From an optimization exercise on the open Yosys and OpenROAD flow, aimed at small area, a short achievable clock period and few clock cycles; shortcuts taken in it are not production practice.
Function was checked by simulation only, so behaviour that the tests miss may differ from the original.
Power figures rest on the tool's default switching activity, not on a simulated workload.

[design/flow/flow/run.sh]
#!/bin/bash
set -euo pipefail
bash standard.sh SETUP_SLACK_MARGIN=6.85 'BUFFER_PORTS_ARGS=-buffer_cell sky130_fd_sc_hd__buf_1' finish > standard_flow.log 2>&1
[design/flow/standard.sh]
#!/bin/bash
# synth_recipe.tcl (not shown) runs the flow's synth.tcl, then flattens the netlist and writes it again
# the make line also repeats each setting of config.mk as NAME=value (left out here)
make -C /OpenROAD-flow-scripts/flow DESIGN_CONFIG=/design/flow/config.mk WORK_HOME=/design/flow/orfs CLKGATE_MAP_FILE= SYNTH_SCRIPT=/design/flow/synth_recipe.tcl "${@:-finish}"
[design/flow/config.mk]
export PLATFORM = sky130hd
export DESIGN_NAME = fde_enc
export DESIGN_NICKNAME = fde_enc
export VERILOG_FILES = /design/flow/design.v
export SDC_FILE = /design/flow/constraint.sdc
export NUM_CORES = 4
export LEC_CHECK = 0
export CAP_MARGIN = 20
export CORE_MARGIN = 2
export CORE_UTILIZATION = 65
export CTS_CLUSTER_DIAMETER = 150
export CTS_CLUSTER_SIZE = 20
export SLEW_MARGIN = 20
[design/flow/constraint.sdc]
create_clock -name core_clock -period 10.0 [get_ports {clk}]
set_input_delay 2.0000 -clock core_clock [delete_from_list [all_inputs] [get_ports {clk}]]
set_output_delay 2.0000 -clock core_clock [all_outputs]
set_load 0.01 [all_outputs]
[design/flow/design.v]
module fde_enc (
    input  wire        clk,
    input  wire        rst,           
    input  wire [1:0]  cfg_rot,       
    input  wire        cfg_mir,
    input  wire        cfg_inv,
    input  wire        cfg_typeb,     
    input  wire        cfg_flush,     
    input  wire [31:0] cfg_addr,      
    input  wire        pix_valid,
    output wire        pix_ready,
    input  wire [31:0] pix_data,
    output wire        out_valid,
    input  wire        out_ready,
    output wire [7:0]  out_data,
    output wire        out_last,
    output wire        frame_done,
    output wire        frame_dup
);
    reg          trn;            
    reg          rrev;           
    reg          desc;           
    reg          inv, typeb, flush;
    reg  [31:0]  addr;
    reg          flip_wr;        
    reg          typeb_rd, desc_rd, flush_rd, flip_rd;
    reg  [7:0]   addr3_rd;       
    reg          pix_rdy;
    reg          in_wait;        
    reg  [7:0]   idx;
    wire         fire0 = pix_valid & pix_rdy;
    wire         first0 = (idx == 8'd0);
    wire         rr0 = first0 ? cfg_rot[1] : rrev;
    wire         fl0 = first0 ? cfg_rot[1] ^ flip_rd : flip_wr;
    wire [3:0]   row0 = (trn ? idx[3:0] : idx[7:4]) ^ {4{rr0}} ^ {fl0, 3'b000};
    reg          v1, last1;
    reg  [3:0]   row1;
    reg  [31:0]  d1;
    reg          v2, last2;
    reg  [3:0]   row2;
    reg  [31:0]  crc;            
    reg  [31:0]  last_fp;
    reg          last_ok;
    wire ce0 = d1[0] ^ d1[2] ^ d1[10] ^ d1[11] ^ d1[15] ^ d1[16] ^ d1[17] ^ d1[18] ^ d1[20] ^ d1[23] ^ d1[24] ^ d1[26] ^ d1[30];
    wire ce1 = d1[2] ^ d1[3] ^ d1[13] ^ d1[14] ^ d1[16] ^ d1[17] ^ d1[21] ^ d1[22] ^ d1[23] ^ d1[24] ^ d1[25] ^ d1[26] ^ d1[27] ^ d1[29] ^ d1[30];
    wire ce2 = d1[0] ^ d1[4] ^ d1[7] ^ d1[8] ^ d1[10] ^ d1[11] ^ d1[12] ^ d1[13] ^ d1[15] ^ d1[16] ^ d1[18] ^ d1[22] ^ d1[24] ^ d1[27] ^ d1[29] ^ d1[30] ^ d1[31];
    wire ce3 = d1[7] ^ d1[9] ^ d1[10] ^ d1[13] ^ d1[14] ^ d1[16] ^ d1[18] ^ d1[19] ^ d1[22] ^ d1[24] ^ d1[25] ^ d1[28] ^ d1[29] ^ d1[30] ^ d1[31];
    wire ce4 = d1[0] ^ d1[1] ^ d1[5] ^ d1[8] ^ d1[9] ^ d1[16] ^ d1[18] ^ d1[21] ^ d1[23] ^ d1[24] ^ d1[29] ^ d1[30];
    wire ce5 = d1[9] ^ d1[11] ^ d1[12] ^ d1[13] ^ d1[17] ^ d1[18] ^ d1[21] ^ d1[22] ^ d1[25] ^ d1[26] ^ d1[30];
    wire ce6 = d1[0] ^ d1[4] ^ d1[5] ^ d1[8] ^ d1[9] ^ d1[10] ^ d1[11] ^ d1[13] ^ d1[14] ^ d1[15] ^ d1[17] ^ d1[20] ^ d1[21] ^ d1[22] ^ d1[23] ^ d1[27] ^ d1[28];
    wire ce7 = d1[1] ^ d1[3] ^ d1[5] ^ d1[9] ^ d1[11] ^ d1[13] ^ d1[15] ^ d1[16] ^ d1[17] ^ d1[19] ^ d1[20] ^ d1[21] ^ d1[23] ^ d1[26] ^ d1[27] ^ d1[28] ^ d1[30];
    wire ce8 = d1[0] ^ d1[1] ^ d1[2] ^ d1[8] ^ d1[9] ^ d1[10] ^ d1[11] ^ d1[12] ^ d1[16] ^ d1[17] ^ d1[18] ^ d1[20] ^ d1[23] ^ d1[24] ^ d1[27] ^ d1[28] ^ d1[29];
    wire ce9 = d1[2] ^ d1[5] ^ d1[6] ^ d1[9] ^ d1[10] ^ d1[11] ^ d1[13] ^ d1[20] ^ d1[27] ^ d1[30] ^ d1[31];
    wire ce10 = d1[1] ^ d1[2] ^ d1[4] ^ d1[8] ^ d1[10] ^ d1[12] ^ d1[13] ^ d1[14] ^ d1[16] ^ d1[20] ^ d1[22] ^ d1[28] ^ d1[29] ^ d1[30];
    wire ce11 = d1[2] ^ d1[3] ^ d1[4] ^ d1[9] ^ d1[18] ^ d1[23] ^ d1[24] ^ d1[26] ^ d1[27] ^ d1[28];
    wire ce12 = d1[4] ^ d1[6] ^ d1[8] ^ d1[9] ^ d1[10] ^ d1[15] ^ d1[16] ^ d1[17] ^ d1[18] ^ d1[21] ^ d1[22] ^ d1[23] ^ d1[25] ^ d1[26] ^ d1[28] ^ d1[29] ^ d1[30] ^ d1[31];
    wire ce13 = d1[1] ^ d1[3] ^ d1[4] ^ d1[5] ^ d1[6] ^ d1[8] ^ d1[14] ^ d1[16] ^ d1[17] ^ d1[18] ^ d1[19] ^ d1[24] ^ d1[26] ^ d1[31];
    wire ce14 = d1[0] ^ d1[4] ^ d1[5] ^ d1[6] ^ d1[7] ^ d1[9] ^ d1[10] ^ d1[12] ^ d1[15] ^ d1[18] ^ d1[20] ^ d1[22] ^ d1[24] ^ d1[25] ^ d1[27] ^ d1[28];
    wire ce15 = d1[0] ^ d1[1] ^ d1[2] ^ d1[3] ^ d1[7] ^ d1[11] ^ d1[13] ^ d1[16] ^ d1[19] ^ d1[24] ^ d1[27] ^ d1[30];
    wire ce16 = d1[3] ^ d1[5] ^ d1[7] ^ d1[10] ^ d1[11] ^ d1[16] ^ d1[27];
    wire ce17 = d1[0] ^ d1[1] ^ d1[7] ^ d1[9] ^ d1[11] ^ d1[13] ^ d1[14] ^ d1[15] ^ d1[17] ^ d1[18] ^ d1[20] ^ d1[21] ^ d1[22] ^ d1[25] ^ d1[26] ^ d1[28] ^ d1[29] ^ d1[30];
    wire ce18 = d1[0] ^ d1[2] ^ d1[5] ^ d1[6] ^ d1[9] ^ d1[13] ^ d1[16] ^ d1[29] ^ d1[31];
    wire ce19 = d1[2] ^ d1[7] ^ d1[8] ^ d1[9] ^ d1[13] ^ d1[17] ^ d1[19] ^ d1[20] ^ d1[21] ^ d1[25] ^ d1[29] ^ d1[30];
    wire ce20 = d1[0] ^ d1[2] ^ d1[4] ^ d1[6] ^ d1[12] ^ d1[14] ^ d1[17] ^ d1[18] ^ d1[20] ^ d1[29] ^ d1[31];
    wire ce21 = d1[0] ^ d1[8] ^ d1[9] ^ d1[18] ^ d1[24] ^ d1[26] ^ d1[27] ^ d1[31];
    wire ce22 = d1[0] ^ d1[1] ^ d1[3] ^ d1[4] ^ d1[5] ^ d1[6] ^ d1[8] ^ d1[10] ^ d1[12] ^ d1[13] ^ d1[14] ^ d1[16] ^ d1[17] ^ d1[19] ^ d1[25] ^ d1[26] ^ d1[29];
    wire ce23 = d1[0] ^ d1[3] ^ d1[5] ^ d1[6] ^ d1[8] ^ d1[12] ^ d1[13] ^ d1[19] ^ d1[21] ^ d1[22] ^ d1[23] ^ d1[24] ^ d1[26] ^ d1[29] ^ d1[30] ^ d1[31];
    wire ce24 = d1[0] ^ d1[1] ^ d1[3] ^ d1[5] ^ d1[10] ^ d1[13] ^ d1[20] ^ d1[24] ^ d1[25] ^ d1[27] ^ d1[28];
    wire ce25 = d1[1] ^ d1[2] ^ d1[3] ^ d1[7] ^ d1[8] ^ d1[10] ^ d1[14] ^ d1[15] ^ d1[16] ^ d1[19] ^ d1[25] ^ d1[27] ^ d1[28];
    wire ce26 = d1[0] ^ d1[1] ^ d1[2] ^ d1[7] ^ d1[8] ^ d1[9] ^ d1[10] ^ d1[11] ^ d1[13] ^ d1[15] ^ d1[16] ^ d1[17] ^ d1[19] ^ d1[22] ^ d1[23] ^ d1[25] ^ d1[26];
    wire ce27 = d1[0] ^ d1[4] ^ d1[5] ^ d1[8] ^ d1[11] ^ d1[16] ^ d1[17] ^ d1[19] ^ d1[20] ^ d1[22] ^ d1[23] ^ d1[24] ^ d1[25] ^ d1[26] ^ d1[28];
    wire ce28 = d1[1] ^ d1[2] ^ d1[3] ^ d1[4] ^ d1[7] ^ d1[11] ^ d1[13] ^ d1[14] ^ d1[16] ^ d1[17] ^ d1[18] ^ d1[20] ^ d1[21] ^ d1[23] ^ d1[26] ^ d1[27] ^ d1[31];
    wire ce29 = d1[0] ^ d1[6] ^ d1[7] ^ d1[11] ^ d1[12] ^ d1[13] ^ d1[14] ^ d1[15] ^ d1[16] ^ d1[18] ^ d1[19] ^ d1[21] ^ d1[22] ^ d1[23] ^ d1[24] ^ d1[25] ^ d1[26] ^ d1[27] ^ d1[28] ^ d1[29] ^ d1[30];
    wire ce30 = d1[2] ^ d1[3] ^ d1[5] ^ d1[6] ^ d1[8] ^ d1[10] ^ d1[14] ^ d1[17] ^ d1[20] ^ d1[21] ^ d1[23] ^ d1[25] ^ d1[27] ^ d1[31];
    wire ce31 = d1[1] ^ d1[5] ^ d1[8] ^ d1[10] ^ d1[11] ^ d1[13] ^ d1[15] ^ d1[19] ^ d1[22] ^ d1[23] ^ d1[25] ^ d1[31];
    wire [31:0] ce = {ce31, ce30, ce29, ce28, ce27, ce26, ce25, ce24, ce23, ce22, ce21, ce20, ce19, ce18, ce17, ce16, ce15, ce14, ce13, ce12, ce11, ce10, ce9, ce8, ce7, ce6, ce5, ce4, ce3, ce2, ce1, ce0};
    wire [31:0] cy = crc ^ ce;
    wire [31:0] cnext = (cy >> 1) ^ (cy[0] ? 32'hEDB88320 : 32'h0);
    localparam [31:0] CRC_INIT = 32'h3F5503EF;
    wire [7:0]  lr = d1[7:0];
    wire [7:0]  lg = d1[15:8];
    wire [7:0]  lb = d1[23:16];
    wire lt1 = ~lr[5] ^ lr[2];
    wire lt2 = ~lr[5] & lr[2];
    wire lt3 = ~lr[6] ^ lr[3] ^ lr[1];
    wire lt4 = (~lr[6] & lr[3]) | (~lr[6] & lr[1]) | (lr[3] & lr[1]);
    wire lt5 = ~lg[3] ^ lb[6] ^ lb[3];
    wire lt6 = (~lg[3] & lb[6]) | (~lg[3] & lb[3]) | (lb[6] & lb[3]);
    wire lt7 = ~lr[7] ^ lr[4] ^ lr[2];
    wire lt8 = (~lr[7] & lr[4]) | (~lr[7] & lr[2]) | (lr[4] & lr[2]);
    wire lt9 = ~lg[4] ^ lb[7] ^ lb[4];
    wire lt10 = (~lg[4] & lb[7]) | (~lg[4] & lb[4]) | (lb[7] & lb[4]);
    wire lt11 = lb[2] ^ lb[1];
    wire lt12 = lb[2] & lb[1];
    wire lt13 = lr[5] ^ lr[3] ^ ~lg[5];
    wire lt14 = (lr[5] & lr[3]) | (lr[5] & ~lg[5]) | (lr[3] & ~lg[5]);
    wire lt15 = lb[5] ^ lb[3] ^ lb[2];
    wire lt16 = (lb[5] & lb[3]) | (lb[5] & lb[2]) | (lb[3] & lb[2]);
    wire lt17 = lr[6] ^ lr[4] ^ ~lg[6];
    wire lt18 = (lr[6] & lr[4]) | (lr[6] & ~lg[6]) | (lr[4] & ~lg[6]);
    wire lt19 = ~lg[0] ^ lb[6] ^ lb[4];
    wire lt20 = (~lg[0] & lb[6]) | (~lg[0] & lb[4]) | (lb[6] & lb[4]);
    wire lt21 = lb[3] ^ lb[1];
    wire lt22 = lb[3] & lb[1];
    wire lt23 = lr[7] ^ lr[5] ^ ~lr[0];
    wire lt24 = (lr[7] & lr[5]) | (lr[7] & ~lr[0]) | (lr[5] & ~lr[0]);
    wire lt25 = ~lg[7] ^ ~lg[1] ^ lb[7];
    wire lt26 = (~lg[7] & ~lg[1]) | (~lg[7] & lb[7]) | (~lg[1] & lb[7]);
    wire lt27 = lb[5] ^ lb[4] ^ lb[2];
    wire lt28 = (lb[5] & lb[4]) | (lb[5] & lb[2]) | (lb[4] & lb[2]);
    wire lt29 = lr[6] ^ ~lr[1] ^ lr[0];
    wire lt30 = (lr[6] & ~lr[1]) | (lr[6] & lr[0]) | (~lr[1] & lr[0]);
    wire lt31 = ~lg[2] ^ lb[6] ^ lb[5];
    wire lt32 = (~lg[2] & lb[6]) | (~lg[2] & lb[5]) | (lb[6] & lb[5]);
    wire lt33 = lr[7] ^ ~lr[2] ^ lr[1];
    wire lt34 = (lr[7] & ~lr[2]) | (lr[7] & lr[1]) | (~lr[2] & lr[1]);
    wire lt35 = ~lg[3] ^ lg[0] ^ lb[7];
    wire lt36 = (~lg[3] & lg[0]) | (~lg[3] & lb[7]) | (lg[0] & lb[7]);
    wire lt37 = ~lr[3] ^ lr[2] ^ ~lg[4];
    wire lt38 = (~lr[3] & lr[2]) | (~lr[3] & ~lg[4]) | (lr[2] & ~lg[4]);
    wire lt39 = ~lr[4] ^ lr[3];
    wire lt40 = ~lr[4] & lr[3];
    wire lt41 = ~lr[3] ^ lr[0] ^ ~lg[0];
    wire lt42 = (~lr[3] & lr[0]) | (~lr[3] & ~lg[0]) | (lr[0] & ~lg[0]);
    wire lt43 = ~lr[4] ^ lr[1] ^ ~lg[1];
    wire lt44 = (~lr[4] & lr[1]) | (~lr[4] & ~lg[1]) | (lr[1] & ~lg[1]);
    wire lt45 = lt1 ^ lr[0] ^ ~lg[2];
    wire lt46 = (lt1 & lr[0]) | (lt1 & ~lg[2]) | (lr[0] & ~lg[2]);
    wire lt47 = lb[5] ^ lb[2];
    wire lt48 = lb[5] & lb[2];
    wire lt49 = lt3 ^ lt5 ^ lb[1];
    wire lt50 = (lt3 & lt5) | (lt3 & lb[1]) | (lt5 & lb[1]);
    wire lt51 = lb[0] ^ 1'b1 ^ lt2;
    wire lt52 = (lb[0] & 1'b1) | (lb[0] & lt2) | (1'b1 & lt2);
    wire lt53 = lt7 ^ lt9 ^ lt11;
    wire lt54 = (lt7 & lt9) | (lt7 & lt11) | (lt9 & lt11);
    wire lt55 = 1'b1 ^ lt4 ^ lt6;
    wire lt56 = (1'b1 & lt4) | (1'b1 & lt6) | (lt4 & lt6);
    wire lt57 = lt13 ^ lt15 ^ lb[0];
    wire lt58 = (lt13 & lt15) | (lt13 & lb[0]) | (lt15 & lb[0]);
    wire lt59 = lt8 ^ lt10 ^ lt12;
    wire lt60 = (lt8 & lt10) | (lt8 & lt12) | (lt10 & lt12);
    wire lt61 = lt17 ^ lt19 ^ lt21;
    wire lt62 = (lt17 & lt19) | (lt17 & lt21) | (lt19 & lt21);
    wire lt63 = 1'b1 ^ lt14 ^ lt16;
    wire lt64 = (1'b1 & lt14) | (1'b1 & lt16) | (lt14 & lt16);
    wire lt65 = lt23 ^ lt25 ^ lt27;
    wire lt66 = (lt23 & lt25) | (lt23 & lt27) | (lt25 & lt27);
    wire lt67 = lt18 ^ lt20 ^ lt22;
    wire lt68 = (lt18 & lt20) | (lt18 & lt22) | (lt20 & lt22);
    wire lt69 = lt29 ^ lt31 ^ lb[3];
    wire lt70 = (lt29 & lt31) | (lt29 & lb[3]) | (lt31 & lb[3]);
    wire lt71 = lt24 ^ lt26 ^ lt28;
    wire lt72 = (lt24 & lt26) | (lt24 & lt28) | (lt26 & lt28);
    wire lt73 = lt33 ^ lt35 ^ lb[6];
    wire lt74 = (lt33 & lt35) | (lt33 & lb[6]) | (lt35 & lb[6]);
    wire lt75 = lb[4] ^ lt30 ^ lt32;
    wire lt76 = (lb[4] & lt30) | (lb[4] & lt32) | (lt30 & lt32);
    wire lt77 = lt37 ^ lg[1] ^ lb[7];
    wire lt78 = (lt37 & lg[1]) | (lt37 & lb[7]) | (lg[1] & lb[7]);
    wire lt79 = lb[5] ^ lt34 ^ lt36;
    wire lt80 = (lb[5] & lt34) | (lb[5] & lt36) | (lt34 & lt36);
    wire lt81 = lt39 ^ ~lg[5] ^ lg[2];
    wire lt82 = (lt39 & ~lg[5]) | (lt39 & lg[2]) | (~lg[5] & lg[2]);
    wire lt83 = lb[6] ^ 1'b1 ^ lt38;
    wire lt84 = (lb[6] & 1'b1) | (lb[6] & lt38) | (1'b1 & lt38);
    wire lt85 = ~lr[5] ^ lr[4] ^ ~lg[6];
    wire lt86 = (~lr[5] & lr[4]) | (~lr[5] & ~lg[6]) | (lr[4] & ~lg[6]);
    wire lt87 = lg[3] ^ lb[7] ^ lt40;
    wire lt88 = (lg[3] & lb[7]) | (lg[3] & lt40) | (lb[7] & lt40);
    wire lt89 = ~lr[6] ^ lr[5] ^ ~lg[7];
    wire lt90 = (~lr[6] & lr[5]) | (~lr[6] & ~lg[7]) | (lr[5] & ~lg[7]);
    wire lt91 = lt41 ^ lb[3];
    wire lt92 = lt41 & lb[3];
    wire lt93 = lt43 ^ lb[4] ^ lb[1];
    wire lt94 = (lt43 & lb[4]) | (lt43 & lb[1]) | (lb[4] & lb[1]);
    wire lt95 = lt45 ^ lt47 ^ lb[0];
    wire lt96 = (lt45 & lt47) | (lt45 & lb[0]) | (lt47 & lb[0]);
    wire lt97 = lt49 ^ lt51 ^ lt46;
    wire lt98 = (lt49 & lt51) | (lt49 & lt46) | (lt51 & lt46);
    wire lt99 = lt53 ^ lt55 ^ lt50;
    wire lt100 = (lt53 & lt55) | (lt53 & lt50) | (lt55 & lt50);
    wire lt101 = lt57 ^ lt59 ^ lt54;
    wire lt102 = (lt57 & lt59) | (lt57 & lt54) | (lt59 & lt54);
    wire lt103 = lt61 ^ lt63 ^ lt58;
    wire lt104 = (lt61 & lt63) | (lt61 & lt58) | (lt63 & lt58);
    wire lt105 = lt65 ^ lt67 ^ lt62;
    wire lt106 = (lt65 & lt67) | (lt65 & lt62) | (lt67 & lt62);
    wire lt107 = lt69 ^ lt71 ^ lt66;
    wire lt108 = (lt69 & lt71) | (lt69 & lt66) | (lt71 & lt66);
    wire lt109 = lt73 ^ lt75 ^ lt70;
    wire lt110 = (lt73 & lt75) | (lt73 & lt70) | (lt75 & lt70);
    wire lt111 = lt77 ^ lt79 ^ lt74;
    wire lt112 = (lt77 & lt79) | (lt77 & lt74) | (lt79 & lt74);
    wire lt113 = lt81 ^ lt83 ^ lt78;
    wire lt114 = (lt81 & lt83) | (lt81 & lt78) | (lt83 & lt78);
    wire lt115 = lt85 ^ lt87 ^ lt82;
    wire lt116 = (lt85 & lt87) | (lt85 & lt82) | (lt87 & lt82);
    wire lt117 = lt89 ^ lg[4] ^ lt86;
    wire lt118 = (lt89 & lg[4]) | (lt89 & lt86) | (lg[4] & lt86);
    wire lt119 = ~lr[7] ^ lr[6] ^ lg[5];
    wire lt120 = (~lr[7] & lr[6]) | (~lr[7] & lg[5]) | (lr[6] & lg[5]);
    wire lt121 = ~lr[0] ^ lb[0];
    wire lt122 = ~lr[0] & lb[0];
    wire lt123 = ~lr[1] ^ lb[1];
    wire lt124 = ~lr[1] & lb[1];
    wire lt125 = ~lr[2] ^ lb[2] ^ 1'b1;
    wire lt126 = (~lr[2] & lb[2]) | (~lr[2] & 1'b1) | (lb[2] & 1'b1);
    wire lt127 = lt91 ^ lb[0] ^ 1'b1;
    wire lt128 = (lt91 & lb[0]) | (lt91 & 1'b1) | (lb[0] & 1'b1);
    wire lt129 = lt93 ^ lt42 ^ lt92;
    wire lt130 = (lt93 & lt42) | (lt93 & lt92) | (lt42 & lt92);
    wire lt131 = lt95 ^ lt44 ^ lt94;
    wire lt132 = (lt95 & lt44) | (lt95 & lt94) | (lt44 & lt94);
    wire lt133 = lt97 ^ lt48 ^ lt96;
    wire lt134 = (lt97 & lt48) | (lt97 & lt96) | (lt48 & lt96);
    wire lt135 = lt99 ^ lt52 ^ lt98;
    wire lt136 = (lt99 & lt52) | (lt99 & lt98) | (lt52 & lt98);
    wire lt137 = lt101 ^ lt56 ^ lt100;
    wire lt138 = (lt101 & lt56) | (lt101 & lt100) | (lt56 & lt100);
    wire lt139 = lt103 ^ lt60 ^ lt102;
    wire lt140 = (lt103 & lt60) | (lt103 & lt102) | (lt60 & lt102);
    wire lt141 = lt105 ^ lt64 ^ lt104;
    wire lt142 = (lt105 & lt64) | (lt105 & lt104) | (lt64 & lt104);
    wire lt143 = lt107 ^ lt68 ^ lt106;
    wire lt144 = (lt107 & lt68) | (lt107 & lt106) | (lt68 & lt106);
    wire lt145 = lt109 ^ lt72 ^ lt108;
    wire lt146 = (lt109 & lt72) | (lt109 & lt108) | (lt72 & lt108);
    wire lt147 = lt111 ^ lt76 ^ lt110;
    wire lt148 = (lt111 & lt76) | (lt111 & lt110) | (lt76 & lt110);
    wire lt149 = lt113 ^ lt80 ^ lt112;
    wire lt150 = (lt113 & lt80) | (lt113 & lt112) | (lt80 & lt112);
    wire lt151 = lt115 ^ lt84 ^ lt114;
    wire lt152 = (lt115 & lt84) | (lt115 & lt114) | (lt84 & lt114);
    wire lt153 = lt117 ^ lt88 ^ lt116;
    wire lt154 = (lt117 & lt88) | (lt117 & lt116) | (lt88 & lt116);
    wire lt155 = lt119 ^ lt90 ^ lt118;
    wire lt156 = (lt119 & lt90) | (lt119 & lt118) | (lt90 & lt118);
    wire lt157 = lr[7] ^ lg[6] ^ lt120;
    wire lt158 = (lr[7] & lg[6]) | (lr[7] & lt120) | (lg[6] & lt120);
    wire [22:0] lx = {1'b0, 1'b1, lg[7], lt157, lt155, lt153, lt151, lt149, lt147, lt145, lt143, lt141, lt139, lt137, lt135, lt133, lt131, lt129, lt127, lt125, lt123, lt121, 1'b0};
    wire [22:0] ly = {1'b0, 1'b0, lt158, lt156, lt154, lt152, lt150, lt148, lt146, lt144, lt142, lt140, lt138, lt136, lt134, lt132, lt130, lt128, lt126, lt124, lt122, 1'b1, 1'b0};
    reg  [22:0] lx2, ly2;
    wire [22:0] ls2 = lx2 + ly2;
    wire        luma_ge2 = ls2[22];
    wire        pix_bit = luma_ge2 ^ inv;
    reg  [15:0]  st [0:15];      
    reg          gen_on;
    reg  [1:0]   panel;
    reg  [4:0]   pos;
    reg  [2:0]   col;            
    reg  [7:0]   nsum;           
    reg  [7:0]   cb;             
    reg  [7:0]   sb;             
    reg          sb_v;
    reg  [7:0]   gbyte;
    reg          o_v, o_l, s_v, s_l;
    reg  [7:0]   o_d, s_d;
    reg          done_r, dup_r, dupw;
    assign pix_ready  = pix_rdy;
    assign out_valid  = o_v;
    assign out_data   = o_d;
    assign out_last   = o_l;
    assign frame_done = done_r;
    assign frame_dup  = dup_r;
    wire gen_fire = gen_on & ~s_v;
    wire [4:0] last_pos = typeb_rd ? 5'd23 : 5'd11;
    wire gen_end  = gen_fire & (panel == 2'd3) & (pos == last_pos);
    wire col_next = typeb_rd ? (pos[0] == 1'b0 && pos >= 5'd4 && pos <= 5'd18)
                          : (pos >= 5'd2 && pos <= 5'd9);
    wire rot_step = gen_fire & col_next;
    wire [3:0] place = desc_rd ? {~col, 1'b1} : 4'd0;
    wire       rhalf = panel[1] ^ flip_rd;       
    reg  [7:0] cbyte;
    integer k;
    always @(*) begin
        for (k = 0; k < 8; k = k + 1)
            cbyte[7 - k] = st[{rhalf, k[2:0]}][place];
    end
    wire [7:0] paddr = (panel == 2'd3) ? addr3_rd : addr[8 * panel +: 8];
    function [7:0] hexdig;
        input [3:0] n;
        begin
            hexdig = (n <= 4'd9) ? {4'h3, n} : 8'h57 + {4'h0, n};
        end
    endfunction
    always @(*) begin
        if (!typeb_rd) begin
            case (pos)
                5'd0:    gbyte = 8'h80;
                5'd1:    gbyte = flush_rd ? 8'h83 : 8'h84;
                5'd2:    gbyte = paddr;
                5'd11:   gbyte = 8'h8F;
                default: gbyte = cb;
            endcase
        end else begin
            case (pos)
                5'd0:    gbyte = 8'h02;
                5'd1:    gbyte = hexdig(paddr[7:4]);
                5'd2:    gbyte = hexdig(paddr[3:0]);
                5'd3:    gbyte = 8'h30;
                5'd4:    gbyte = 8'h38;
                5'd21:   gbyte = 8'h03;
                5'd22:   gbyte = hexdig(nsum[7:4]);
                5'd23:   gbyte = hexdig(nsum[3:0]);
                default: gbyte = pos[0] ? hexdig(cb[7:4]) : hexdig(cb[3:0]);
            endcase
        end
    end
    wire summed = typeb_rd && pos >= 5'd1 && pos <= 5'd20;
    wire [31:0] fp  = crc;      
    wire        dup = last_ok && (last_fp == fp);
    wire        o_free = ~o_v | out_ready;
    wire        dispatch = last2 & ~dup;
    wire        dup_done = ((last2 & dup) | dupw) & ~o_v;
    wire        gen_on_n = (gen_on & ~gen_end) | dispatch;
    wire        wait_keep = ~dispatch & ~dup_done;
    wire [7:0]  idx_inc = idx + 8'd1;
    wire        early = panel[1] & (panel[0] | (pos >= 5'd3));
    wire        rd_done = (panel == 2'd3) & (pos > (typeb_rd ? 5'd18 : 5'd9));
    wire        rdy_f = ~((in_wait | (idx == 8'd255)) & wait_keep) &
                        (~gen_on_n | (early & (trn ? ~idx_inc[3] : ~idx_inc[7])) |
                         (rd_done & (idx_inc != 8'd255)));
    wire        rdy_nf = ~(in_wait & wait_keep) &
                         (~gen_on_n | (early & (trn ? ~idx[3] : ~idx[7])) |
                          (rd_done & (idx != 8'd255)));
    wire        pix_rdy_n = fire0 ? rdy_f : rdy_nf;
    wire        in_wait_n = (in_wait | (fire0 & (idx == 8'd255))) & wait_keep;
    wire        spec0 = dispatch & o_free & ~s_v;
    always @(posedge clk) begin
        d1    <= pix_data;
        lx2   <= lx;
        ly2   <= ly;
        row1  <= row0;
        row2  <= row1;
        if (fire0 && first0) begin
            trn   <= cfg_rot[0];
            rrev  <= cfg_rot[1];
            desc  <= cfg_rot[0] ^ cfg_rot[1] ^ cfg_mir;
            flip_wr <= cfg_rot[1] ^ flip_rd;
            inv   <= cfg_inv;
            typeb <= cfg_typeb;
            flush <= cfg_flush;
            addr  <= cfg_addr;
        end
        if (rst) begin
            pix_rdy <= 1'b1;
            in_wait <= 1'b0;
            flip_rd <= 1'b0;
            idx     <= 8'd0;
            v1      <= 1'b0;
            last1   <= 1'b0;
            v2      <= 1'b0;
            last2   <= 1'b0;
            crc     <= CRC_INIT;
            last_ok <= 1'b0;
            gen_on  <= 1'b0;
            panel   <= 2'd0;
            pos     <= 5'd0;
            col     <= 3'd0;
            o_v     <= 1'b0;
            s_v     <= 1'b0;
            sb_v    <= 1'b0;
            done_r  <= 1'b0;
            dup_r   <= 1'b0;
            dupw    <= 1'b0;
        end else begin
            if (fire0)
                idx <= idx_inc;
            in_wait <= in_wait_n;
            pix_rdy <= pix_rdy_n;
            v1    <= fire0;
            last1 <= fire0 & (idx == 8'd255);
            v2    <= v1;
            last2 <= last1;
            if (v1)
                crc <= cnext;
            if (last2) begin
                crc <= CRC_INIT;
                if (!dup) begin
                    last_fp <= fp;
                    last_ok <= 1'b1;
                    gen_on  <= 1'b1;
                    flip_rd <= flip_wr;
                    if (spec0) begin
                        pos  <= 5'd1;
                        nsum <= 8'd2;
                    end
                end
            end
            done_r <= 1'b0;
            dup_r  <= 1'b0;
            if (o_v && out_ready && o_l) begin
                done_r <= 1'b1;
                if (last2 && dup)
                    dupw <= 1'b1;
            end else if ((last2 && dup) || dupw) begin
                if (!o_v) begin
                    done_r  <= 1'b1;
                    dup_r   <= 1'b1;
                    dupw    <= 1'b0;
                end else begin
                    dupw <= 1'b1;
                end
            end
            sb_v <= gen_fire & summed;
            if (sb_v)
                nsum <= nsum - sb;
            if (gen_fire) begin
                if (pos == 5'd0)
                    nsum <= 8'd2;
                if (rot_step) begin
                    col <= col + 3'd1;
                    cb  <= cbyte;
                end
                if (pos == last_pos) begin
                    pos   <= 5'd0;
                    panel <= panel + 2'd1;
                    if (panel == 2'd3)
                        gen_on  <= 1'b0;
                end else begin
                    pos <= pos + 5'd1;
                end
            end
            if (o_free) begin
                if (s_v) begin
                    o_v <= 1'b1;
                    s_v <= 1'b0;
                end else begin
                    o_v <= gen_fire | spec0;
                end
            end else if (gen_fire) begin
                s_v <= 1'b1;
            end
        end
        if (dispatch) begin
            typeb_rd <= typeb;
            desc_rd  <= desc;
            flush_rd <= flush;
            addr3_rd <= addr[31:24];
        end
        sb <= gbyte;
        if (o_free) begin
            if (s_v) begin
                o_d <= s_d;
                o_l <= s_l;
            end else begin
                o_d <= gen_on ? gbyte : (typeb ? 8'h02 : 8'h80);
                o_l <= gen_end;
            end
        end else if (gen_fire) begin
            s_d <= gbyte;
            s_l <= gen_end;
        end
    end
    genvar r;
    generate
        for (r = 0; r < 16; r = r + 1) begin : g_row
            wire ld = v2 && (row2 == r);
            wire rt = rot_step && (rhalf == r[3]);
            always @(posedge clk) begin
                if (ld || rt)
                    st[r] <= {ld ? pix_bit : st[r][0], st[r][15:1]};
            end
        end
    endgenerate
endmodule
==> results of run 1 <==
## where the power goes
| group | switching [mW] | internal, mW | leakage [nW] |
|---|---|---|---|
| clock network | 0.674 | 0.575 | 0.416 |
| logic | 0.545 | 0.510 | 4.25 |
| registers | 0.132 | 2.45 | 4.65 |
## flip-flops by register name (all words and copies together), names as in the netlist, 19 cells and up
| signal | flops |
|---|---|
| ly2 | 19 |
| d1 | 32 |
| st | 256 |
| crc | 32 |
| addr | 32 |
| lx2 | 20 |
| last_fp | 32 |
## stage by stage
step	area, um^2	hold slack, ns	power, mW	cells
after floorplan	24400	0.310	3.40	1754
after global placement	25000	0.316	3.66	2248
after detailed placement	25000	0.314	3.68	2248
after CTS	26100	0.310	4.92	2305
after global routing	26300	0.325	5.12	2323
final	26300	0.315	4.88	2324
## kinds of logic after synthesis
family | Yosys count | synth area share, %
AOI/OAI and AO/OA | 185 | 4.95
buffers and inverters | 190 | 3.12
and+or+nand+nor | 295 | 5.57
adders and majority gates | 141 | 9.29
xor gates and xnor gates | 321 | 12.0
muxes | 98 | 6.68
DFF | 524 | 58.4
## synthesized netlist by cell type, types with 4 or more instances
| library cell | count | area (um^2) |
|---|---|---|
| fa_1 | 66 | 1320 |
| a41oi_1 | 4 | 35.0 |
| ha_1 | 75 | 938 |
| o21a_1 | 5 | 37.5 |
| nand2b_1 | 9 | 56.3 |
| buf_2 | 15 | 75.1 |
| nand4_1 | 13 | 81.3 |
| or3_1 | 4 | 25.0 |
| o22ai_1 | 7 | 43.8 |
| o21ai_0 | 51 | 255 |
| a211oi_1 | 16 | 120 |
| nor2b_1 | 8 | 50.1 |
| a22o_1 | 9 | 78.8 |
| mux2_2 | 19 | 214 |
| a31oi_1 | 9 | 56.3 |
| clkbuf_1 | 36 | 135 |
| o211ai_1 | 4 | 30.0 |
| xor2_1 | 55 | 482 |
| inv_1 | 121 | 454 |
| a21o_1 | 11 | 82.6 |
| mux2i_1 | 28 | 280 |
| and2_1 | 6 | 37.5 |
| mux4_2 | 48 | 1080 |
| xnor2_2 | 5 | 81.3 |
| xnor2_1 | 255 | 2230 |
| xor2_2 | 4 | 65.1 |
| and3_1 | 4 | 25.0 |
| a21oi_1 | 35 | 175 |
| edfxtp_1 | 372 | 11200 |
| or2_2 | 6 | 37.5 |
| nor3_1 | 23 | 115 |
| nor2_1 | 83 | 312 |
| dfxtp_1 | 152 | 3040 |
| o221ai_1 | 4 | 35.0 |
| nand2_1 | 108 | 405 |
| nand3_1 | 16 | 80.1 |
| buf_1 | 14 | 52.6 |
## what timing repair did
action,in CTS,in global routing
setup buffers,2,17
hold endpoints to repair,0,0
endpoints found under the setup margin,253,237
resized for setup,43,21
hold buffers,0,0
cloned,0,0
## path summary, 6_finish.rpt
check                              from  cells past startpoint           to
worst max-delay path             o_d[1]                      1  out_data[1]
worst min-delay path            row1[1]                      0      row2[1]
worst max register to register   d1[22]                      8       lx2[7]
worst min register to register  row1[1]                      0      row2[1]
## area by class of cell
| type | instances | area, um^2 |
|---|---|---|
| sequential | 524 | 14200 |
| fill | 2506 | 10400 |
| multi-input combinational | 1040 | 9540 |
| clock buffer | 53 | 837 |
| tap | 468 | 586 |
| timing repair buffer | 115 | 564 |
| inverter | 121 | 458 |
| clock inverter | 2 | 46.3 |
| antenna | 1 | 2.50 |
## layer usage
metal / up-vias / global-route usage (%) / share of wire, %
li1: 6306 / - / -
met1: 6778 / 40.4 / 47
met2: 383 / 39.3 / 45
met3: 62 / 4.05 / 6.0
met4: 4 / 5.82 / 2.1
met5: - / 0 / 0.055
==> flow_metrics.py, run 1 <==
metrics = {
    "outcome": {
        "run_status": "no timing/DRC/antenna violations",
    },
    "power_and_ir_drop": {
        "cellLeakagePower_nw": 9.31,
        "p_per_area_nw_per_um2": 186,
        "ir_drop_v": 0.000183,
    },
    "cts": {
        "cts_root_buf": "clkbuf_16",
        "cts.path.max_buffers": 3,
        "cts_max_level": 1,
        "clk-insertion-delay-late_ns": 0.63,
        "cts.sink_count": 524,
        "tritoncts": "yes",
        "path_clk_slew_ns": 0.09,
        "cts_buffers": 30,
    },
    "timing": {
        "setup_slack_ns": 6.84,
        "hold_viol_final": 0,
        "clock_skew_ns": 0.0518,
        "rsz0062_at_grt": "yes",
        "max_freq_ghz": 0.316,
        "min_period_ns": 3.16,
        "final_min_period_over_clock_period_pct": 31.6,
        "tightest_slew_ns": 0.920,
        "report.final.slew_viol_count": 0,
        "fin_tns_setup_ns": 0,
        "relSlewSlack_pct": 38.7,
        "setup_viol_count_final": 0,
    },
    "critical_path": {
        "slowest_delay_ns": 0.42,
        "critPathRequiredTime_ns": 8.00,
        "critical_path.endpoint_type": "output pin",
        "critPathArrivalTime_ns": 1.16,
        "path_cells": "clkbuf_2",
        "critPathMaxFanout": 1,
        "startpoint_type": "flip-flop",
        "crit_buf_inv": 1,
        "worstSetupPathType": "reg -> out",
        "r2r_setup_slack_ns": 6.93,
        "crit_path_top_delay_cell": "edfxtp_1",
        "crit_family": "flip-flops",
    },
    "detailed_routing": {
        "totalWireLength_um": 49300,
        "via_per_inst": 5.82,
        "dr.pass1.iters": 5,
        "vias": 13500,
        "drc": 0,
        "detail-route-antenna-nets": 0,
        "dr.first_iter.drc_count": 937,
        "wire_per_inst_um": 21.2,
    },
    "synthesis": {
        "ys_warn_count": 2,
        "ys_seq_area_share_pct": 58.4,
        "netlist_area_um2": 24300,
        "synth_area_per_cell_um2": 13.9,
        "synth-seq-cells": 524,
        "synth_edf_count": 372,
        "ys_async_sr_fraction_pct": 0,
        "syn_nets": 1969,
        "netlist_instances": 1754,
        "synth_flop_cell": "edfxtp_1",
        "synthDistinctLibCells": 71,
    },
    "place": {
        "dp_slack_ns": 6.03,
        "place_congestion": 0.889,
        "port_buffers": 86,
        "dpl.hpwl_um": 35300,
    },
    "grt": {
        "grtUsageTotal_pct": 26.0,
        "grt_pass1_wl_um": 77000,
        "grt_max_degree": 55,
        "grt_pass1_vias": 13400,
        "grt-ovfl-total": 0,
        "antenna_found_initial": 3,
    },
    "layout": {
        "fin_nets": 2047,
        "mostFrequentLayoutCells": "edfxtp_1, xnor2_1, dfxtp_1, inv_1, nand2_1",
        "fin_util_pct": 71.6,
        "layout_commonest_cell": "edfxtp_1",
        "syn2layout_area_growth_pct": 8.03,
        "drive_gt1_share_pct": 11.3,
    },
    "floorplan": {
        "start_util_pct": 66.3,
        "die_y_um": 197,
        "ios": 87,
        "core_area_um2": 36700,
        "rows": 70,
        "die_x_um": 197,
        "die_area_um2": 39000,
    },
    "flow_run": {
        "drv_cap": 0,
    },
    "worst_hold_path": {
        "min_path_type": "reg -> reg",
    },
}
Testbench counts, summed over its fixed seeds: cycles 58,304.
==> run 2: changes to the inputs <==
==> design/flow/flow/run.sh (replaced) <==
#!/bin/bash
set -euo pipefail
bash standard.sh SETUP_SLACK_MARGIN=6.7 'BUFFER_PORTS_ARGS=-buffer_cell sky130_fd_sc_hd__buf_1' finish > standard_flow.log 2>&1
==> run 2 against run 1 <==
Worst hold slack better by 0.033 ns. Die area stayed put. Critical path depth is 7 higher. Setup slack worse by 0.085 ns. Non-clock buffer count is 12 lower. Largest power group unchanged. Utilization is 0.56 points lower. Maximum frequency is 2.6% lower. Sequential cell count stayed put. Area after synthesis stayed put. Sequential power hardly changed. Global-route usage is 0.52 points higher. Highest routed layer is now met4. Clock skew is 0.029 ns lower.
==> flow_metrics.py, run 2 <==
metrics = {
    "floorplan": {
        "die_area_um2": 39000,
        "core_area_um2": 36700,
        "ios": 87,
        "die_x_um": 197,
        "die_y_um": 197,
        "start_util_pct": 66.3,
        "rows": 70,
    },
    "synthesis": {
        "synth.most_common_cell": "edfxtp_1",
        "syn_nets": 1969,
        "synth_top_cell_by_area": "edfxtp_1",
        "synth-seq-cells": 524,
        "synth_area_per_cell_um2": 13.9,
        "synth_edf_count": 372,
        "synthDistinctLibCells": 71,
        "ys_top_cells_by_area": "edfxtp_1, dfxtp_1, xnor2_1",
        "netlist_instances": 1754,
        "ys_async_sr_fraction_pct": 0,
        "synthTopCellsByCount": "edfxtp_1, xnor2_1, dfxtp_1",
        "synth_top_area_share_pct": 45.9,
        "synth_flop_cell": "edfxtp_1",
        "ys_seq_area_share_pct": 58.4,
        "ys_warn_count": 2,
        "netlist_area_um2": 24300,
    },
    "outcome": {
        "run_status": "no timing/DRC/antenna violations",
    },
    "detailed_routing": {
        "vias": 13400,
        "drc": 0,
        "via_per_inst": 5.81,
        "wire_per_inst_um": 21.6,
        "dr.pass1.iters": 5,
        "totalWireLength_um": 49800,
        "detail-route-antenna-nets": 0,
        "dr.first_iter.drc_count": 1011,
    },
    "timing": {
        "relSlewSlack_pct": 36.4,
        "setup_viol_count_final": 0,
        "hold_viol_final": 0,
        "final_min_period_over_clock_period_pct": 32.4,
        "clock_skew_ns": 0.0227,
        "rsz0062_at_grt": "yes",
        "worst_hold_slack_ns": 0.348,
        "tightest_slew_ns": 0.947,
        "fin_tns_setup_ns": 0,
        "max_freq_ghz": 0.308,
        "min_period_ns": 3.24,
        "report.final.slew_viol_count": 0,
    },
    "layout": {
        "fin_nets": 2035,
        "fin_util_pct": 71.0,
        "antenna_cells": 0,
        "drive_gt1_share_pct": 9.38,
        "layout_commonest_cell": "edfxtp_1",
        "syn2layout_area_growth_pct": 7.19,
        "mostFrequentLayoutCells": "edfxtp_1, xnor2_1, dfxtp_1, inv_1, nand2_1",
        "largest_register_ff_count": 256,
        "nFillCells": 2526,
        "top_register": "st",
    },
    "grt": {
        "grt-ovfl-total": 0,
        "grtUsageTotal_pct": 26.6,
        "grt_pass1_wl_um": 78200,
        "antenna_found_initial": 0,
        "grt_pass1_vias": 13500,
        "grt_max_degree": 55,
    },
    "cts": {
        "tritoncts": "yes",
        "cts_max_level": 1,
        "cts_buffers": 30,
        "cts.path.max_buffers": 3,
        "clk-insertion-delay-late_ns": 0.62,
        "path_clk_slew_ns": 0.09,
        "cts.sink_count": 524,
        "cts_root_buf": "clkbuf_16",
    },
    "critical_path": {
        "worstSetupPathType": "reg -> reg",
        "startpoint_type": "flip-flop",
        "r2r.worst_path.cells": 8,
        "critPathRequiredTime_ns": 10.20,
        "critPathArrivalTime_ns": 3.45,
        "r2r-start": "pos[1]",
        "r2r_setup_slack_ns": 6.76,
        "crit_start": "pos[1]",
        "critical_path.endpoint_type": "flip-flop",
        "rr_endpoint": "st[12][0]",
        "critPathMaxFanout": 16,
    },
    "worst_hold_path": {
        "hp-start": "row1[2]",
        "worstHoldPathCells": 0,
        "min_path_type": "reg -> reg",
        "hold_end": "row2[2]",
    },
    "flow_run": {
        "drv_cap": 0,
    },
    "power_and_ir_drop": {
        "ir_drop_v": 0.000216,
        "p_per_area_nw_per_um2": 188,
        "power_mw": 4.90,
        "cellLeakagePower_nw": 9.22,
    },
    "place": {
        "port_buffers": 86,
        "place_congestion": 0.897,
        "dpl.hpwl_um": 35700,
    },
}
[run 2: kinds of logic (layout without fill, tap and decap cells)]
group,count (synthesis),count (layout),share of synthesized area (%)
compound gates,185,185,4.95
xor+xnor,321,321,12.0
flops,524,524,58.4
simple gates,295,295,5.57
fa+ha+maj,141,141,9.29
mux,98,98,6.68
buf+inv,190,280,3.12
[run 2: worst max-delay path by stage]
stage                     end  slack [ns]  cells after the start
finish              st[12][0]        6.76                      8
global route        st[12][0]        6.49                      8
CTS                  st[4][3]        6.54                      8
detailed placement     o_d[1]        6.02                     11
global placement       o_d[1]        6.13                     11
floorplan             nsum[7]        6.76                      5
[run 2: report_power, final]
part	internal, mW	leakage, nW	switching (mW)
logic	0.512	4.16	0.548
registers	2.45	4.65	0.133
clock network	0.577	0.417	0.684
[run 2: area by class of cell]
class                           instances  area, um^2  area share, %
Tap cell                              468         586           2.25
Clock inverter                          2        46.3          0.178
Multi-Input combinational cell       1040        9430           36.2
Timing Repair Buffer                  103         479           1.84
Inverter                              121         458           1.76
Sequential cell                       524       14200           54.6
Clock buffer                           54         841           3.23
[run 2: what timing repair did]
action	in CTS	in global routing
buffers inserted	0	7
resized for setup	11	21
hold buffers	0	0
setup endpoints to repair	176	210
[run 2: worst max-delay path, cell delays in order (launching register included)]
cell       delay [ns]
dfxtp_1          0.64
inv_1            0.15
ha_1             0.34
o21bai_1         0.20
a2bb2oi_1        0.16
o22ai_1          0.09
mux2i_1          0.26
or3_1            0.46
nand2_1          0.53
[run 2: per-stage QoR]
| stage | setup slack [ns] | instance area (um^2) | instances |
|---|---|---|---|
| 4_1_cts | 6.54 | 25900 | 2304 |
| 3_5_place_dp | 6.02 | 25000 | 2248 |
| 2_1_floorplan | 6.76 | 24300 | 1754 |
| 3_3_place_gp | 6.13 | 25000 | 2248 |
| 5_1_grt | 6.49 | 26100 | 2312 |
| 6_report | 6.76 | 26100 | 2312 |
[run 2: routing by layer]
metal / part of all wire [%] / vias up / wire, um / global-route usage (%)
li1: - / 6280 / - / -
met2: 45 / 346 / 22400 / 40.5
met3: 5.3 / 66 / 2640 / 3.64
met4: 2.2 / 0 / 1120 / 5.85
met5: 0 / - / 0 / 0
met1: 48 / 6750 / 23700 / 41.2
==> run 3: changes to the inputs <==
--- a/design/flow/design.v
+++ b/design/flow/design.v
@@ -316,8 +316,9 @@
     wire        gen_on_n = (gen_on & ~gen_end) | dispatch;
     wire        wait_keep = ~dispatch & ~dup_done;
     wire [7:0]  idx_inc = idx + 8'd1;
-    wire        early = panel[1] & (panel[0] | (pos >= 5'd3));
-    wire        rd_done = (panel == 2'd3) & (pos > (typeb_rd ? 5'd18 : 5'd9));
+    wire        early = panel[1] & (panel[0] | (pos >= 5'd3) | ((pos == 5'd2) & gen_fire));
+    wire [4:0]  last_ld = typeb_rd ? 5'd18 : 5'd9;
+    wire        rd_done = (panel == 2'd3) & ((pos > last_ld) | ((pos == last_ld) & gen_fire));
     wire        rdy_f = ~((in_wait | (idx == 8'd255)) & wait_keep) &
                         (~gen_on_n | (early & (trn ? ~idx_inc[3] : ~idx_inc[7])) |
                          (rd_done & (idx_inc != 8'd255)));
==> design/flow/flow/run.sh (replaced) <==
#!/bin/bash
set -euo pipefail
bash standard.sh SETUP_SLACK_MARGIN=6.85 'BUFFER_PORTS_ARGS=-buffer_cell sky130_fd_sc_hd__buf_1' finish > standard_flow.log 2>&1
==> run 3 against run 2 <==
Largest power group unchanged. Power up 1.3%. Sequential cell count unchanged. Clock skew up 0.016 ns. Global-route usage up 0.34 points. Critical path depth down 7. Highest routed layer is now met5. Sequential power about the same. Critical endpoint is now out_last. Die area up 0.49%.
==> flow_metrics.py, run 3 <==
metrics = {
    "synthesis": {
        "synth_area_per_cell_um2": 13.7,
        "syn_nets": 1993,
        "synth_flop_cell": "edfxtp_1",
        "synth-seq-cells": 524,
        "synthDistinctLibCells": 71,
        "ys_async_sr_fraction_pct": 0,
        "synth_edf_count": 372,
        "netlist_instances": 1778,
        "ys_seq_area_share_pct": 58.1,
        "synth_top_area_share_pct": 45.7,
        "netlist_area_um2": 24400,
        "ys_top_cells_by_area": "edfxtp_1, dfxtp_1, xnor2_1",
        "ys_warn_count": 2,
        "synthTopCellsByCount": "edfxtp_1, xnor2_1, dfxtp_1",
        "synth_top_cell_by_area": "edfxtp_1",
        "synth.most_common_cell": "edfxtp_1",
    },
    "grt": {
        "antenna_found_initial": 5,
        "grt-ovfl-total": 0,
        "grtUsageTotal_pct": 26.9,
        "grt_pass1_wl_um": 79300,
        "grt_pass1_vias": 13500,
        "grt_max_degree": 57,
    },
    "floorplan": {
        "rows": 71,
        "core_area_um2": 37300,
        "die_area_um2": 39200,
        "ios": 87,
        "die_x_um": 198,
        "die_y_um": 198,
        "start_util_pct": 65.5,
    },
    "layout": {
        "top_register": "st",
        "drive_gt1_share_pct": 11.2,
        "largest_register_ff_count": 256,
        "syn2layout_area_growth_pct": 7.72,
        "fin_nets": 2053,
        "fin_cells": 2336,
        "mostFrequentLayoutCells": "edfxtp_1, xnor2_1, dfxtp_1, inv_1, nand2_1",
        "postLayoutCellArea_um2": 26300,
        "layout_commonest_cell": "edfxtp_1",
    },
    "power_and_ir_drop": {
        "cellLeakagePower_nw": 9.38,
        "ir_drop_v": 0.000203,
        "p_per_area_nw_per_um2": 188,
    },
    "detailed_routing": {
        "dr.first_iter.drc_count": 1020,
        "via_per_inst": 5.88,
        "wire_per_inst_um": 21.9,
        "dr.pass1.iters": 6,
        "detail-route-antenna-nets": 0,
        "totalWireLength_um": 51300,
        "vias": 13700,
        "drc": 0,
    },
    "critical_path": {
        "path_cells": "clkbuf_2",
        "startpoint_type": "flip-flop",
        "critPathArrivalTime_ns": 1.14,
        "crit_end": "out_last",
        "critPathRequiredTime_ns": 8.00,
        "r2r.worst_path.cells": 9,
        "critPathMaxFanout": 2,
        "slowest_delay_ns": 0.38,
        "crit_family": "flip-flops",
        "crit_path_top_delay_cell": "edfxtp_1",
        "crit_cells": 1,
        "r2r_setup_slack_ns": 6.89,
        "crit_buf_inv": 1,
        "critical_path.endpoint_type": "output pin",
        "rr_endpoint": "o_d[1]",
        "worstSetupPathType": "reg -> out",
        "crit_start": "o_l",
        "r2r-start": "pos[1]",
    },
    "timing": {
        "fin_tns_setup_ns": 0,
        "tightest_slew_ns": 1.02,
        "hold_viol_final": 0,
        "min_period_ns": 3.14,
        "final_min_period_over_clock_period_pct": 31.4,
        "rsz0062_at_grt": "yes",
        "clock_skew_ns": 0.0388,
        "max_freq_ghz": 0.318,
        "setup_viol_count_final": 0,
        "relSlewSlack_pct": 31.7,
        "report.final.slew_viol_count": 0,
        "worst_hold_slack_ns": 0.348,
    },
    "cts": {
        "cts_buffers": 30,
        "ctsHoldBuffers": 0,
        "cts.sink_count": 524,
        "cts.path.max_buffers": 3,
        "tritoncts": "yes",
        "cts_root_buf": "clkbuf_16",
        "clk-insertion-delay-late_ns": 0.62,
        "path_clk_slew_ns": 0.08,
        "cts_max_level": 1,
    },
    "place": {
        "postPlaceCellArea_um2": 25100,
        "port_buffers": 86,
        "place_congestion": 0.894,
        "dp_cells": 2267,
        "dpl.hpwl_um": 35700,
    },
    "worst_hold_path": {
        "hp-start": "row1[0]",
        "min_path_type": "reg -> reg",
    },
    "flow_run": {
        "drv_cap": 0,
    },
    "outcome": {
        "run_status": "no timing/DRC/antenna violations",
    },
}
-- run 3: cells by family (layout without fill, tap and decap cells) --
kind of cell	count (synthesis)	count (layout)	synth area share [%]
multiplexers	98	98	6.55
AO/OA/AOI/OAI	184	184	4.83
flip-flops	524	524	58.1
other	0	1	0
XOR/XNOR	320	320	12.2
adder cells (fa/ha/maj)	141	141	9.24
buffers and inverters	193	276	3.14
AND/OR/NAND/NOR	318	318	5.93
-- run 3: per-layer routing --
layer | up-vias | part of all wire, % | GRT usage (%)
li1 | 6347 | - | -
met5 | - | 0.064 | 0
met4 | 6 | 1.8 | 5.65
met1 | 6841 | 47 | 42.2
met3 | 73 | 7.3 | 4.19
met2 | 471 | 44 | 40.2
-- run 3: final cells by class --
class,count,area [um^2]
Sequential cell,524,14300
Fill cell,2581,11000
Multi-Input combinational cell,1061,9640
Clock buffer,53,837
Tap cell,474,593
Timing Repair Buffer,105,515
Inverter,116,444
Clock inverter,2,32.5
Antenna cell,1,2.50
-- run 3: power breakdown --
group	switching (mW)	internal, mW	total (mW)
clock network	0.674	0.572	1.25
logic	0.584	0.546	1.13
registers	0.138	2.45	2.59
-- run 3: worst min-delay path by stage --
stage	endpoint	slack (ns)	cells past startpoint
detailed placement	row2[0]	0.31	0
finish	row2[0]	0.35	0
global placement	row2[3]	0.31	0
global route	row2[3]	0.36	0
CTS	row2[3]	0.34	0
floorplan	row2[0]	0.31	0
-- run 3: timing repair --
item	CTS	global route
resized for setup	52	32
gates cloned	0	0
setup buffers	6	6
endpoints found under the setup margin	356	288
-- run 3: stage by stage --
step	worst slack, ns	power [mW]	util [%]
floorplan	6.82	3.45	-
global placement	6.05	3.72	67.3
detailed placement	6.00	3.75	67.3
CTS	6.79	5.00	70.1
global route	6.70	5.21	70.6
finish	6.86	4.96	70.6
-- run 3: worst reg2reg max path, delay by kind of cell, from the launching register on --
family	cells	cell delay, ns
compound gates	6	1.46
flops	1	0.54
fa+ha+maj	1	0.41
simple gates	1	0.37
mux	1	0.10
Testbench counts of run 3, summed over its fixed seeds: cycles 58,141.
==> run 4: changes to the inputs <==
--- a/design/flow/config.mk
+++ b/design/flow/config.mk
@@ -8,6 +8,6 @@
 export CAP_MARGIN = 20
 export CORE_MARGIN = 2
 export CORE_UTILIZATION = 65
-export CTS_CLUSTER_DIAMETER = 150
-export CTS_CLUSTER_SIZE = 20
+export CTS_CLUSTER_DIAMETER = 80
+export CTS_CLUSTER_SIZE = 30
 export SLEW_MARGIN = 20
==> run 4 against run 3 <==
Still clean. Largest cell class unchanged. Area after synthesis unchanged. Wire length down 1.5%. Worst hold slack got worse by 0.011 ns.
==> flow_metrics.py, run 4 <==
metrics = {
    "outcome": {
        "run_status": "no timing/DRC/antenna violations",
    },
    "layout": {
        "nFillCells": 2553,
        "multi_input_area_um2": 9640,
        "largest_register_ff_count": 256,
        "mostFrequentLayoutCells": "edfxtp_1, xnor2_1, dfxtp_1, inv_1, nand2_1",
        "layout_commonest_cell": "edfxtp_1",
        "regArea_um2": 14300,
        "fin_nets": 2048,
        "top_register": "st",
        "syn2layout_area_growth_pct": 8.01,
        "drive_gt1_share_pct": 11.7,
    },
    "floorplan": {
        "core_area_um2": 37300,
        "ios": 87,
        "start_util_pct": 65.5,
        "die_y_um": 198,
        "die_area_um2": 39200,
        "rows": 71,
        "die_x_um": 198,
    },
    "power_and_ir_drop": {
        "power_mw": 4.99,
        "ir_drop_v": 0.000250,
        "cellLeakagePower_nw": 9.41,
        "p_per_area_nw_per_um2": 189,
    },
    "place": {
        "dpl.hpwl_um": 35700,
        "place_congestion": 0.894,
        "dp_slack_ns": 6.00,
        "port_buffers": 86,
    },
    "cts": {
        "cts_buffers": 26,
        "clk-insertion-delay-late_ns": 0.61,
        "path_clk_slew_ns": 0.10,
        "cts.sink_count": 524,
        "cts_root_buf": "clkbuf_16",
        "cts_max_level": 1,
        "tritoncts": "yes",
        "cts.path.max_buffers": 3,
    },
    "synthesis": {
        "synth_flop_cell": "edfxtp_1",
        "netlist_instances": 1778,
        "synth_top_cell_by_area": "edfxtp_1",
        "synth-seq-cells": 524,
        "netlist_area_um2": 24400,
        "synthDistinctLibCells": 71,
        "synth_top_area_share_pct": 45.7,
        "synth_edf_count": 372,
        "ys_async_sr_fraction_pct": 0,
        "synth_area_per_cell_um2": 13.7,
        "ys_warn_count": 2,
        "ys_seq_area_share_pct": 58.1,
        "syn_nets": 1993,
        "synth.most_common_cell": "edfxtp_1",
        "synthTopCellsByCount": "edfxtp_1, xnor2_1, dfxtp_1",
        "ys_top_cells_by_area": "edfxtp_1, dfxtp_1, xnor2_1",
    },
    "grt": {
        "grt_util_met3_pct": 4.22,
        "grtUsageTotal_pct": 26.6,
        "grt_max_degree": 57,
        "grt-ovfl-total": 0,
        "globalRouteMet2Util_pct": 39.9,
        "grt_pass1_wl_um": 78300,
        "grt_pass1_vias": 13400,
        "grt.busiest_layer": "met1",
        "grt_util_met1_pct": 41.7,
        "antenna_found_initial": 4,
    },
    "detailed_routing": {
        "detail-route-antenna-nets": 0,
        "via_per_inst": 5.87,
        "dr.first_iter.drc_count": 1113,
        "totalWireLength_um": 50500,
        "drc": 0,
        "vias": 13700,
        "dr.pass1.iters": 5,
        "wire_per_inst_um": 21.7,
    },
    "timing": {
        "setup_slack_ns": 6.88,
        "setup_viol_count_final": 0,
        "min_period_ns": 3.12,
        "relSlewSlack_pct": 32.0,
        "hold_viol_final": 0,
        "rsz0062_at_grt": "yes",
        "worst_hold_slack_ns": 0.338,
        "tightest_slew_ns": 1.02,
        "final_min_period_over_clock_period_pct": 31.2,
        "max_freq_ghz": 0.321,
        "clock_skew_ns": 0.0302,
        "report.final.slew_viol_count": 0,
        "fin_tns_setup_ns": 0,
    },
    "critical_path": {
        "crit_family": "flip-flops",
        "startpoint_type": "flip-flop",
        "crit_buf_inv": 1,
        "critical_path.endpoint_type": "output pin",
        "critPathMaxFanout": 2,
        "crit_path_top_delay_cell": "edfxtp_1",
        "critPathArrivalTime_ns": 1.12,
        "worstSetupPathType": "reg -> out",
        "critPathRequiredTime_ns": 8.00,
        "slowest_delay_ns": 0.40,
        "path_cells": "clkbuf_2",
    },
    "worst_hold_path": {
        "min_path_type": "reg -> reg",
    },
    "flow_run": {
        "drv_cap": 0,
    },
}
==> run 4: power breakdown <==
part / switching [mW] / total (mW) / internal (mW)
combinational: 0.578 / 1.12 / 0.544
sequential: 0.138 / 2.59 / 2.45
clock: 0.720 / 1.28 / 0.563
==> run 4: path summary, 6_finish.rpt <==
path,from,endpoint,slack [ns],cells past startpoint
hold reg to reg,row1[0],row2[0],0.34,0
setup reg to reg,pos[0],o_d[1],6.94,9
setup / recovery,o_l,out_last,6.88,1
hold / removal,row1[0],row2[0],0.34,0
==> run 4: kinds of logic after synthesis <==
kind of cell | synth area share [%]
simple gates | 5.93
fa+ha+maj | 9.24
buf+inv | 3.14
flops | 58.1
xor+xnor | 12.2
mux | 6.55
compound gates | 4.83
==> run 4: final cells by class <==
| type | instances | area share, % |
|---|---|---|
| clock buffer | 33 | 2.64 |
| tap | 474 | 2.25 |
| sequential | 524 | 54.0 |
| clock inverter | 15 | 0.919 |
| inverter | 116 | 1.68 |
| multi-input combinational | 1061 | 36.5 |
| antenna | 2 | 0.0190 |
| timing repair buffer | 104 | 1.92 |
==> run 4: timing repair <==
item,in CTS,in global routing
hold buffers,0,0
gates resized for setup,50,34
buffers inserted,6,5
endpoints found under the setup margin,358,275
==> run 4: routing by layer <==
metal	vias to the layer above	share of wire, %
met4	4	1.8
met2	504	44
li1	6336	-
met3	53	7.4
met5	-	0.050
met1	6775	46
==> run 4: through the flow <==
step,utilization (%),std cells,cell area [um^2]
2_1_floorplan,-,1778,24500
3_3_place_gp,67.3,2267,25100
3_5_place_dp,67.3,2267,25100
4_1_cts,70.3,2321,26200
5_1_grt,70.8,2328,26400
6_report,70.8,2329,26400
==> run 5: changes to the inputs <==
--- a/design/flow/config.mk
+++ b/design/flow/config.mk
@@ -8,6 +8,7 @@
 export CAP_MARGIN = 20
 export CORE_MARGIN = 2
 export CORE_UTILIZATION = 65
-export CTS_CLUSTER_DIAMETER = 80
-export CTS_CLUSTER_SIZE = 30
+export CTS_CLUSTER_DIAMETER = 120
+export CTS_CLUSTER_SIZE = 26
 export SLEW_MARGIN = 20
+export TNS_END_PERCENT = 0
==> run 5 against run 4 <==
Maximum frequency decreased by 6.6%. Final area decreased by 1.6%. Combinational power about the same. Critical endpoint is now lx2[7]. Non-clock buffer count decreased by 10. Highest routed layer is now met4. Sequential share of layout area increased by 0.72 points. Cell count decreased by 0.60%. First-iteration DRC count decreased by 6.4%. Worst hold slack improved by 0.014 ns. Area after synthesis unchanged. Critical path type is now reg -> reg. Setup slack got worse by 0.22 ns. Clock skew decreased by 0.0029 ns. Largest power group unchanged. Wire length decreased by 1.6%.
==> flow_metrics.py, run 5 <==
metrics = {
    "critical_path": {
        "r2r_setup_slack_ns": 6.67,
        "crit_path_top_delay_cell": "dfxtp_1",
        "critPathArrivalTime_ns": 3.82,
        "startpoint_type": "flip-flop",
        "crit_buf_inv": 4,
        "critPathRequiredTime_ns": 10.48,
        "critical_path.endpoint_type": "flip-flop",
        "slowest_delay_ns": 0.62,
        "critPathMaxFanout": 7,
        "path_cells": "inv_1 > fa_1 > inv_1 > fa_1 > inv_1 > fa_1 > inv_1 > fa_1",
        "worstSetupPathType": "reg -> reg",
        "crit_family": "adder cells",
    },
    "synthesis": {
        "synthTopCellsByCount": "edfxtp_1, xnor2_1, dfxtp_1",
        "ys_warn_count": 2,
        "synth_edf_count": 372,
        "ys_seq_area_share_pct": 58.1,
        "synthDistinctLibCells": 71,
        "synth-seq-cells": 524,
        "syn_nets": 1993,
        "netlist_instances": 1778,
        "synth_area_per_cell_um2": 13.7,
        "synth_top_area_share_pct": 45.7,
        "synth_top_cell_by_area": "edfxtp_1",
        "ys_async_sr_fraction_pct": 0,
        "synth_flop_cell": "edfxtp_1",
        "synth.most_common_cell": "edfxtp_1",
        "ys_top_cells_by_area": "edfxtp_1, dfxtp_1, xnor2_1",
        "netlist_area_um2": 24400,
    },
    "power_and_ir_drop": {
        "power_mw": 4.82,
        "ir_drop_v": 0.000221,
        "p_per_area_nw_per_um2": 186,
        "cellLeakagePower_nw": 9.20,
    },
    "layout": {
        "top_register": "st",
        "mostFrequentLayoutCells": "edfxtp_1, xnor2_1, dfxtp_1, inv_1, nand2_1",
        "fin_util_pct": 69.6,
        "layout_commonest_cell": "edfxtp_1",
        "drive_gt1_share_pct": 7.94,
        "postLayoutCellArea_um2": 26000,
        "syn2layout_area_growth_pct": 6.23,
        "largest_register_ff_count": 256,
        "nFillCells": 2594,
        "fin_nets": 2036,
    },
    "floorplan": {
        "die_area_um2": 39200,
        "start_util_pct": 65.5,
        "core_area_um2": 37300,
        "rows": 71,
        "die_y_um": 198,
        "ios": 87,
        "die_x_um": 198,
    },
    "timing": {
        "max_freq_ghz": 0.300,
        "clock_skew_ns": 0.0273,
        "worst_hold_slack_ns": 0.352,
        "tightest_slew_ns": 0.999,
        "report.final.slew_viol_count": 0,
        "setup_viol_count_final": 0,
        "final_min_period_over_clock_period_pct": 33.3,
        "rsz0062_at_grt": "yes",
        "fin_tns_setup_ns": 0,
        "hold_viol_final": 0,
        "min_period_ns": 3.33,
        "relSlewSlack_pct": 33.4,
    },
    "detailed_routing": {
        "drc": 0,
        "dr.first_iter.drc_count": 1042,
        "totalWireLength_um": 49700,
        "detail-route-antenna-nets": 0,
        "dr.pass1.iters": 5,
        "wire_per_inst_um": 21.5,
        "vias": 13500,
        "via_per_inst": 5.84,
    },
    "cts": {
        "cts_buffers": 24,
        "path_clk_slew_ns": 0.10,
        "tritoncts": "yes",
        "cts_max_level": 1,
        "clk-insertion-delay-late_ns": 0.59,
        "cts.path.max_buffers": 3,
        "cts_root_buf": "clkbuf_16",
        "cts.sink_count": 524,
    },
    "grt": {
        "grt_pass1_wl_um": 77500,
        "antenna_found_initial": 1,
        "grt_pass1_vias": 13400,
        "grt-ovfl-total": 0,
        "grtUsageTotal_pct": 26.1,
        "grt_max_degree": 57,
    },
    "flow_run": {
        "drv_cap": 0,
    },
    "worst_hold_path": {
        "min_path_type": "reg -> reg",
    },
    "place": {
        "place_congestion": 0.899,
        "port_buffers": 86,
        "postPlaceCellArea_um2": 25100,
        "dpl.hpwl_um": 35400,
    },
    "outcome": {
        "run_status": "no timing/DRC/antenna violations",
    },
}
## run 5: changes by cell type in the layout (fill, tap and decap cells not counted), moves of 7 or more
cell,change
buf_4,-8
clkbuf_2,-7
clkbuf_1,+12
buf_1,+9
dfxtp_1,+25
dfxtp_2,-19
## run 5: power breakdown
part	leakage (nW)	switching [mW]	total (mW)	internal, mW
clock	0.340	0.652	1.12	0.470
combinational	4.22	0.571	1.11	0.540
sequential	4.64	0.141	2.59	2.45
total	9.20	1.36	4.82	3.46
## run 5: area by class of cell
class	instances	area [um^2]	area share [%]
Inverter	116	440	1.70
Tap cell	474	593	2.28
Sequential cell	524	14200	54.8
Multi-Input combinational cell	1061	9580	36.9
Antenna cell	2	5.00	0.0193
Timing Repair Buffer	94	404	1.56
Clock buffer	42	668	2.57
Clock inverter	2	60.1	0.231
## run 5: per-stage QoR
stage	worst slack, ns	instances
global route	6.49	2314
floorplan	6.72	1778
detailed placement	6.00	2266
finish	6.67	2315
CTS	6.67	2310
global placement	6.03	2266
## run 5: worst reg2reg max path, cell delays in order, from the launching register on
cell	delay [ns]
dfxtp_1	0.62
inv_1	0.37
fa_1	0.59
inv_1	0.05
fa_1	0.49
inv_1	0.05
fa_1	0.52
inv_1	0.05
fa_1	0.47
## run 5: timing repair
| item | CTS | global route |
|---|---|---|
| endpoints found under the setup margin | 357 | 362 |
| cloned | 0 | 0 |
| buffers inserted | 0 | 2 |
| hold buffers | 0 | 0 |
| resized for setup | 28 | 3 |
## run 5: final timing paths
check	end	cells past startpoint	start
worst max-delay path	lx2[7]	8	d1[3]
worst min-delay path	row2[2]	0	row1[2]
worst max register to register	lx2[7]	8	d1[3]
worst min register to register	row2[2]	0	row1[2]
## run 5: kinds of logic (layout without fill, tap and decap cells)
family / count (synthesis) / count (layout) / share of synthesized area, %
buf+inv: 193 / 254 / 3.14
compound gates: 184 / 184 / 4.83
simple gates: 318 / 318 / 5.93
fa+ha+maj: 141 / 141 / 9.24
flops: 524 / 524 / 58.1
xor+xnor: 320 / 320 / 12.2
other cells: 0 / 2 / 0
mux: 98 / 98 / 6.55
## run 5: routing by layer
layer,part of all wire [%],global-route usage [%]
met1,48,41.4
met2,44,39.1
met3,6.8,3.75
met4,1.7,4.98
met5,0,0

==> what the ideal ports hide <==
How much do the figures lean on ideal ports? The routed layouts below were timed once more, with nothing changed but the port constraints.
Step 1 assumes that a clkbuf_16 drives the clock port and a buf_2 every other input.
Step 2 times the ports against the registers' clock, not the clock port: input delays grow and output delays shrink by t, the midpoint of the rising clock arrivals with the driver on.
a / b / c = no drivers / after step 1 / after step 2; a / b = the first two.
| run | shift t [ns] | slack for setup (ns) |
|---|---|---|
| run 1 | 0.655 | 6.840 / 6.785 / 6.393 |
| run 2 | 0.665 | 6.756 / 6.756 / 6.172 |
| run 3 | 0.651 | 6.860 / 6.806 / 6.400 |
| run 4 | 0.644 | 6.884 / 6.830 / 6.391 |
| run 5 | 0.635 | 6.665 / 6.665 / 6.404 |
After both steps setup and hold are still met in every run listed.
